Source: an optimization exercise on an open RTL-to-GDS flow (aim: small area, a short achievable clock period and few clock cycles). Production flows keep margins and buffers that such runs may drop. Where RTL was checked, it was by simulation tests only, not by an equivalence proof against the original. No activity file was given, so power comes from the tool's default toggle rates.

// h1_codec
module h1_codec (
    input  wire        clk,
    input  wire        rst,
    input  wire        cmd_valid,
    output wire        cmd_ready,
    input  wire [3:0]  cmd_code,
    input  wire        cmd_is_server,
    input  wire [2:0]  cmd_n,
    input  wire [15:0] cmd_len,
    input  wire [31:0] cmd_a,
    input  wire [31:0] cmd_b,
    input  wire        din_valid,
    output wire        din_ready,
    input  wire [31:0] din_data,
    output wire        rsp_valid,
    input  wire        rsp_ready,
    output wire [2:0]  rsp_status,
    output wire [31:0] rsp_data,
    output wire [31:0] rsp_data2,
    output wire [4:0]  rsp_info
);
Size: roughly 1,300 cells after synthesis, roughly 190 flip-flops, about 14,000 sq um of cells after synthesis.
clock: 5.0 ns
lec_check: 0
abc_clock_period_in_ps: 2000
cap_margin: 20
core_margin: 2
core_utilization: 40
place_density: 0.6
setup_slack_margin: 2.6
slew_margin: 20
standard.sh (not shown) runs the stock make flow with config.mk's settings and CLKGATE_MAP_FILE= SYNTH_SCRIPT=/design/flow/synth_recipe.tcl, a recipe that flattens the netlist after the stock synthesis.
==> flow/flow/run.sh <==
#!/bin/bash
# Layout flow: the standard flow (standard.sh: ORFS synthesis to the
# final layout, unchanged), with the I/O port buffers that global placement
# inserts made from sky130_fd_sc_hd__buf_2 instead of the resizer's default
# pick. Every port still gets its own buffer. The full output of the ORFS
# run goes to flow_standard.log in this folder; each tool's own log is kept
# by ORFS under orfs/logs/.
set -euo pipefail
export BUFFER_PORTS_ARGS="-buffer_cell sky130_fd_sc_hd__buf_2"
bash standard.sh > flow_standard.log 2>&1
The starting point produced a clean layout.
Then changed:
--- a/flow/design.v
+++ b/flow/design.v
@@ -207,13 +207,13 @@
     reg [15:0] rem_proc;     
     reg        ok_r;
     reg        c_full;       
     reg        c_byte;       
     reg        c_trl;        
     reg        d_last;       
-    reg        seq_ne, seq_eq, seq_bo;
+    reg        seq_neg, seq_eq, seq_bo;
     reg [1:0]  trl_idx;      
     reg        rsp_valid_r, cmd_ready_r, din_ready_r;
     reg [2:0]  rsp_status_r;
     reg [4:0]  rsp_info_r;
     reg        sel_cfg, rsp_is_read;
     assign cmd_ready  = cmd_ready_r;
@@ -291,13 +291,16 @@
     wire        c_trl_f  = !nf_full && !cov_n;
     wire        rdy_n    = s_data && !data_end &&
                            (dvalid_n ? (need_c && ((dlane_n == 2'd3) || one_n)) : need_e);
     wire        rdy_f    = need_f && nf_full;
     wire [8:0]  seq_lo   = {1'b0, rem_proc[7:0]} - {1'b0, dreg[7:0]};
     wire [7:0]  seq_hi   = rem_proc[15:8] - dreg[15:8] - {7'd0, seq_bo};
-    wire        seq_neg  = seq_hi[7] && seq_ne;
+    wire        seq_lt   = (rem_proc[14:0] < dreg[14:0]);
+    wire        seq_ne   = (rem_proc[14:0] != dreg[14:0]);
+    wire crc_hold = !(c_full || c_byte || s_exec2 || (s_exec && op_read) ||
+                      s_idle || rtake || (c_trl && d_last));
     wire s_data_nx  = t_direct ? i_crc : (s_data && !data_end) || (go_n && op_crc);
     wire s_exec_nx  = t_direct ? (i_seq || i_read) : (go_n && !op_crc);
     wire s_exec2_nx = s_exec && op_seq;
     wire s_pend_nx  = (take && !direct) || (s_pend && !rsp_ready);
     wire s_resp_nx  = t_direct ? !i_crc && !i_seq && !i_read :
                       !take && ((s_data && data_end) || (s_exec && !op_seq) || s_exec2 ||
@@ -309,13 +312,12 @@
             s_idle       <= 1'b1;
             s_data       <= 1'b0;
             s_exec       <= 1'b0;
             s_exec2      <= 1'b0;
             s_resp       <= 1'b0;
             s_pend       <= 1'b0;
-            crc_n        <= 32'd0;
             dvalid       <= 1'b0;
             rsp_valid_r  <= 1'b0;
             cmd_ready_r  <= 1'b0;
             din_ready_r  <= 1'b0;
             c_full       <= 1'b0;
             c_byte       <= 1'b0;
@@ -365,22 +367,12 @@
             else if (din_fire)
                 din_ready_r <= rdy_f;
             else
                 din_ready_r <= rdy_n;
             if (take && i_load && !i_nbad)
                 cfg_vld <= 1'b1;
-            if (c_full)
-                crc_n <= ~t32_out;
-            else if (c_byte)
-                crc_n <= ~byte_out;
-            else if (s_exec2)
-                crc_n <= {{16{seq_neg}}, seq_hi, rem_proc[7:0]};
-            else if (s_exec && op_read)
-                crc_n <= cfg_seed_v;
-            else if (rtake || (c_trl && d_last))
-                crc_n <= 32'd0;
             if (data_end) begin
                 rsp_status_r <= err;
                 rsp_info_r   <= {4'd0, op_ver && (err == ST_OK) && ok_next};
                 sel_cfg      <= 1'b0;
                 rsp_is_read  <= 1'b0;
             end
@@ -411,25 +403,30 @@
                 cmd_ready_r <= rsp_ready || !rsp_is_read;
             else if (s_idle)
                 cmd_ready_r <= 1'b1;
             else
                 cmd_ready_r <= 1'b0;
         end
+        crc_n <= ({32{c_full}} & ~t32_out) |
+                 ({32{c_byte}} & ~byte_out) |
+                 ({32{s_exec2}} & {{16{seq_neg}}, seq_hi, rem_proc[7:0]}) |
+                 ({32{s_exec && op_read}} & cfg_seed_v) |
+                 ({32{crc_hold}} & crc_n);
         if (take && i_load && !i_nbad) begin
             cfg_srv   <= cmd_is_server;
             cfg_proto <= cmd_b;
             cfg_seed  <= cmd_a;
             cfg_len   <= cmd_n;
         end
         trl_idx <= proc_nx[1:0] - 2'd1;
         if (s_exec) begin
-            seq_ne <= (rem_proc[14:0] != dreg[14:0]);
+            seq_neg <= (rem_proc[15] ^ dreg[15] ^ seq_lt) && seq_ne;
             seq_eq <= (rem_proc == dreg[15:0]);
             seq_bo <= seq_lo[8];
         end
-        if (take) begin
+        if (cmd_ready_r) begin
             op_crc   <= i_crc;
             op_ver   <= i_ver;
             op_seq   <= i_seq;
             op_load  <= i_load;
             op_read  <= i_read;
             err      <= i_err;
@@ -445,13 +442,13 @@
             if (s_data) begin
                 rem_proc <= proc_nx;
                 ok_r     <= ok_next;
             end
             if (s_exec && op_seq)
                 rem_proc[7:0] <= seq_lo[7:0];
-            if (din_fire) begin
+            if (din_ready_r) begin
                 dreg     <= din_data;
                 dfull    <= nf_full;
                 dseed    <= 1'b0;
                 dlane    <= 2'd0;
             end else if (byte_now) begin
                 dreg     <= dreg >> 8;
After rerunning: Wire length came out lower by 4.3%; worst setup slack improves by 310 ps; non-clock buffer count came out higher by 13; register-to-register slack improves by 310 ps; power came out higher by 63%; area after synthesis came out lower by 2.3%; global-route usage is about the same; sequential power came out higher by 12%; sequential cell count does not change; count of clock-buffer cells in the layout came out higher by 2.
Testbench counts after the change, summed over its fixed seeds: cycles 77,486.
Only the layout flow was run in the first run of this note; the RTL was not checked for function there.

* * *

north:
h1_codec, a different RTL version from the one above (not shown whole).
Size in the first run: about 1200 cells after synthesis, roughly 13000 sq um of cells after synthesis.
clock: 5.0 ns
lec_check: 0
abc_clock_period_in_ps: 2000
cap_margin: 20
core_margin: 2
core_utilization: 40
place_density: 0.6
setup_slack_margin: 2.6
slew_margin: 20
==> flow/flow/run.sh <==
#!/bin/bash
# Layout flow: the standard flow (standard.sh: ORFS synthesis to the
# final layout, unchanged), with the I/O port buffers that global placement
# inserts made from sky130_fd_sc_hd__buf_1 instead of the resizer's default
# pick. Every port still gets its own buffer. The full output of the ORFS
# run goes to flow_standard.log in this folder; each tool's own log is kept
# by ORFS under orfs/logs/.
set -euo pipefail
export BUFFER_PORTS_ARGS="-buffer_cell sky130_fd_sc_hd__buf_1"
bash standard.sh > flow_standard.log 2>&1
Testbench counts of north, summed over its fixed seeds: cycles 77,486.
Here is what was changed in the inputs of south compared with north.
-- flow/design.v --
<<< north, line 328
    wire crc_hold = !(c_full || c_byte || s_exec2 || (s_exec && op_read) ||
                      s_idle || rtake || (c_trl && d_last));
    wire s_data_nx  = t_direct ? i_crc : (s_data && !data_end) || (go_n && op_crc);
    wire s_exec_nx  = t_direct ? (i_seq || i_read) : (go_n && !op_crc);
>>> south, line 328
    wire crc_hold = !(c_full || c_byte || s_exec2 || (s_exec && op_read) ||
                      s_idle || rtake || (c_trl && d_last));
    wire rp_hold = !(cmd_ready_r || s_data || (s_exec && op_seq));
    wire d_shift = byte_now && !din_ready_r && !cmd_ready_r;
    wire d_hold  = !(cmd_ready_r || din_ready_r || byte_now);
    wire s_data_nx  = t_direct ? i_crc : (s_data && !data_end) || (go_n && op_crc);
    wire s_exec_nx  = t_direct ? (i_seq || i_read) : (go_n && !op_crc);
<<< north, line 441
                 ({32{s_exec && op_read}} & cfg_seed_v) |
                 ({32{crc_hold}} & crc_n);
        if (take && i_load && !i_nbad) begin
            cfg_srv   <= cmd_is_server;
>>> south, line 444
                 ({32{s_exec && op_read}} & cfg_seed_v) |
                 ({32{crc_hold}} & crc_n);
        rem_proc <= ({16{cmd_ready_r}} & (i_seq ? cmd_b[15:0] : cmd_len)) |
                    ({16{s_data}} & proc_nx) |
                    ({16{s_exec && op_seq}} & {rem_proc[15:8], seq_lo[7:0]}) |
                    ({16{rp_hold}} & rem_proc);
        dreg     <= ({32{cmd_ready_r}} & cmd_a) |
                    ({32{din_ready_r}} & din_data) |
                    ({32{d_shift}} & {8'd0, dreg[31:8]}) |
                    ({32{d_hold}} & dreg);
        if (take && i_load && !i_nbad) begin
            cfg_srv   <= cmd_is_server;
<<< north, line 463
            drain    <= i_drain;
            ok_r     <= 1'b1;
            dreg     <= cmd_a;
            dfull    <= 1'b1;
            dseed    <= 1'b1;
            dlane    <= 2'd0;
            rem_proc <= i_seq ? cmd_b[15:0] : cmd_len;
        end else begin
            if (s_data) begin
                rem_proc <= proc_nx;
                ok_r     <= ok_next;
            end
            if (s_exec && op_seq)
                rem_proc[7:0] <= seq_lo[7:0];
            if (din_ready_r) begin
                dreg     <= din_data;
                dfull    <= nf_full;
                dseed    <= 1'b0;
                dlane    <= 2'd0;
            end else if (byte_now) begin
                dreg     <= dreg >> 8;
                dlane    <= dlane_n;
            end
>>> south, line 474
            drain    <= i_drain;
            ok_r     <= 1'b1;
            dfull    <= 1'b1;
            dseed    <= 1'b1;
            dlane    <= 2'd0;
        end else begin
            if (s_data)
                ok_r     <= ok_next;
            if (din_ready_r) begin
                dfull    <= nf_full;
                dseed    <= 1'b0;
                dlane    <= 2'd0;
            end else if (byte_now) begin
                dlane    <= dlane_n;
            end
Results
south finished all stages; the layout is clean.
Sort south and north by multi-input logic cell count, ascending, and north comes first.
Compared with north, south is hungrier on power.
The multi-input gate share of total cell area number comes out lower for north vs south.
In the flow results for south and north, the maximum ir drop on the vdd rail is smaller on north.
Number of resized instances in the post-cts repair step was lower in the run labelled north.
Re synthesized area: south is about 2.2% down on north.
| buffer share of cell area | lower: south |
south gives more met2 layer usage reported by global route than north did.
Compared with north, in south wire length climbed 4.3%, share of total power in the clock network saw a decrease, combinational share of power went up 8.2 points, via count up 220, global-route usage +0.73 points.
Cmp south and north / measured slew at the worst slew-check pin / higher: north
Testbench counts of south, summed over its fixed seeds: cycles 77,486.

separate check: timing with driven ports:
In the flow no input, the clock included, has a driving cell. The finished layouts below were timed again as built, in two steps. Step 1 assumes that a clkbuf_16 drives the clock port and a buf_2 every other input. Step 2 adds t to the input delays and takes it off the output delays; t is the mean of the earliest and latest rising clock arrival at the registers after step 1. Input paths then give back, and output paths get back, about the clock's delay inside the block. a / b / c = no drivers / after step 1 / after step 2; a / b = the first two.
run	t, ns	setup slack, ns	hold slack, ns	worst setup path after step 2	worst register clock-pin slew, ns
the first run of note 1	0.512	2.199 / 2.199 / 2.128	0.499 / 0.499 / 0.499	input to register	0.09 / 0.09
the second run of note 1	0.504	2.508 / 2.508 / 2.153	0.491 / 0.491 / 0.491	input to register	0.09 / 0.09
north	0.494	2.595 / 2.588 / 2.242	0.484 / 0.484 / 0.484	input to register	0.08 / 0.08
south	0.496	2.581 / 2.581 / 2.203	0.476 / 0.476 / 0.476	input to register	0.08 / 0.08
After both steps every run listed still meets setup and hold. For south, which loses most, drivers alone change the setup slack by 0.000 ns; drivers and shift together by -0.378 ns.
